Context: an optimization exercise on an open-source flow, tuned for small area, a short achievable clock period and few clock cycles. The choices shown serve that exercise and are no tape-out recipe. Function was checked by simulation only, so behaviour that the tests miss may differ from the original. No activity file was given, so power comes from the tool's default toggle rates.

==> job 7573 <==
## dmd_draw
module dmd_draw (
    input  wire        clk,
    input  wire        rst,
    input  wire        cmd_valid,
    output wire        cmd_ready,
    input  wire [31:0] cmd_data,
    output wire        busy,
    output wire        ill,
    input  wire [6:0]  rd_addr,
    output wire [7:0]  rd_data
);
==> flow/config.mk <==
export PLATFORM = sky130hd
export DESIGN_NAME = dmd_draw
export DESIGN_NICKNAME = dmd_draw
export VERILOG_FILES = /design/flow/design.v
export SDC_FILE = /design/flow/constraint.sdc
export NUM_CORES = 4
export LEC_CHECK = 0
export CAP_MARGIN = 20
export CORE_MARGIN = 2
export CORE_UTILIZATION = 55
export CTS_BUF_LIST = sky130_fd_sc_hd__clkbuf_4 sky130_fd_sc_hd__clkbuf_8
export SETUP_SLACK_MARGIN = 4.7
export SLEW_MARGIN = 20
==> flow/constraint.sdc <==
create_clock -name core_clock -period 12.0 [get_ports {clk}]
set_input_delay 2.4000 -clock core_clock [delete_from_list [all_inputs] [get_ports {clk}]]
set_output_delay 2.4000 -clock core_clock [all_outputs]
set_load 0.01 [all_outputs]
run.sh (not shown) runs the stock make flow with config.mk's settings and CLKGATE_MAP_FILE= SYNTH_SCRIPT=/design/flow/synth_recipe.tcl, a recipe that flattens the netlist after the stock synthesis.
==> inputs of job 1458, as changes to job 7573 <==
--- a/flow/design.v
+++ b/flow/design.v
@@ -189,21 +189,20 @@
     wire signed [12:0] fc3 = f13 + D13 + Dx2;
     wire signed [12:0] fc4 = f13 + Dx4;
     wire signed [12:0] fc5 = f13 + D13 + Dx4;
     wire signed [12:0] fc6 = f13 + Dx2 + Dx4;
     wire signed [12:0] fc7 = f13 + Dx8 - D13;
     wire signed [12:0] fc8 = f13 + Dx8;
-    wire signed [12:0] fg  = f13 - M13;
-    wire signed [12:0] fd1 = fg + D13;
-    wire signed [12:0] fd2 = fg + Dx2;
-    wire signed [12:0] fd3 = fg + D13 + Dx2;
-    wire signed [12:0] fd4 = fg + Dx4;
-    wire signed [12:0] fd5 = fg + D13 + Dx4;
-    wire signed [12:0] fd6 = fg + Dx2 + Dx4;
-    wire signed [12:0] fd7 = fg + Dx8 - D13;
-    wire signed [12:0] fd8 = fg + Dx8;
+    wire signed [12:0] fd1 = fc1 - M13;
+    wire signed [12:0] fd2 = f13 + Dx2 - M13;
+    wire signed [12:0] fd3 = f13 + D13 + Dx2 - M13;
+    wire signed [12:0] fd4 = f13 + Dx4 - M13;
+    wire signed [12:0] fd5 = f13 + D13 + Dx4 - M13;
+    wire signed [12:0] fd6 = f13 + Dx2 + Dx4 - M13;
+    wire signed [12:0] fd7 = f13 + Dx8 - D13 - M13;
+    wire signed [12:0] fd8 = f13 + Dx8 - M13;
     wire n0 = f13[12], n1 = fc1[12], n2 = fc2[12], n3 = fc3[12];
     wire n4 = fc4[12], n5 = fc5[12], n6 = fc6[12], n7 = fc7[12];
     reg  [2:0]  f_j;
     reg  signed [12:0] f_dj;
     always @(*) begin
         if (!n0)      begin f_j = 3'd0; f_dj = fd1; end
Settings changed: CORE_UTILIZATION 55 to 50, SETUP_SLACK_MARGIN 4.7 to 5.
==> summary.txt <==
	job 1458	job 7573
Most frequent standard cell in the layout excluding fill and tap cells	sky130_fd_sc_hd__o21ai_0	sky130_fd_sc_hd__a21oi_1
Power consumed by sequential cells	5.00 mW	4.95 mW
Synth cell types	130	121
Data required time of the worst path	12.92 ns	9.60 ns
Area share of and/or/nand/nor cells after synthesis	11.0%	11.7%
Cell row count	154	149
Post-place instance area	91,500 um2	94,800 um2
Portion of netlist area occupied by mux cells	2.53%	2.63%
Critical R2R Capture	rf[17]$_DFFE_PN_	ra[14]$_DFFE_PN_
Internal cell power	8.26 mW	8.25 mW
Outcome	finished clean	finished clean
Sink of the worst hold path	g_opA$_DFF_P_	pix[10][22]$_DFF_P_
Actual slew at the worst max-slew pin	1.29 ns	1.27 ns
Arrival time of the worst setup path	8.26 ns	5.00 ns
Number of post-CTS setup repair buffers	161	44
Multi-input gate count	7,973	8,329
Fraction of the mapped netlist area in compound gates	34.8%	33.9%
Total length of routed met2 wires	178,000 um	170,000 um
Synth top area share	25.1%	24.5%
Startpoint of the tightest hold check path	opA$_SDFFCE_PN1P_	pix[10][22]$_DFF_P_
Total leakage power	37.3 nW	38.0 nW
Testbench counts of job 7573, summed over its fixed seeds: cycles 2,915.
Testbench counts of job 1458, summed over its fixed seeds: cycles 2,915.

[port drivers added, routing unchanged]
No port has a modelled driver above. Below, the same layouts with a new extraction and two added sets of constraints.
Step 1 sets driving cells, clkbuf_16 on the clock port and buf_2 on the other inputs (assumed; they add their load-dependent delay and slew).
Step 2, shift: input delay + t, output delay - t, t = (earliest + latest rising clock arrival at the registers) / 2. This alone moves slack from input paths to output paths.
Slacks: no drivers / after step 1 / after step 2; pairs: no drivers / after step 1.
run	shift t [ns]	setup WS [ns]	hold WS [ns]	clock arrival spread, ns	pins driven straight from the clock port
job 7573	1.126	4.601 / 4.548 / 4.548	0.467 / 0.467 / 0.467	0.106 / 0.106	1
job 1458	1.112	4.658 / 4.658 / 4.658	0.344 / 0.344 / 0.344	0.116 / 0.115	1
After both steps setup and hold are still met in every run listed. The setup slack of job 7573, which loses most, moves by -0.053 ns with the drivers and by -0.053 ns with both steps.
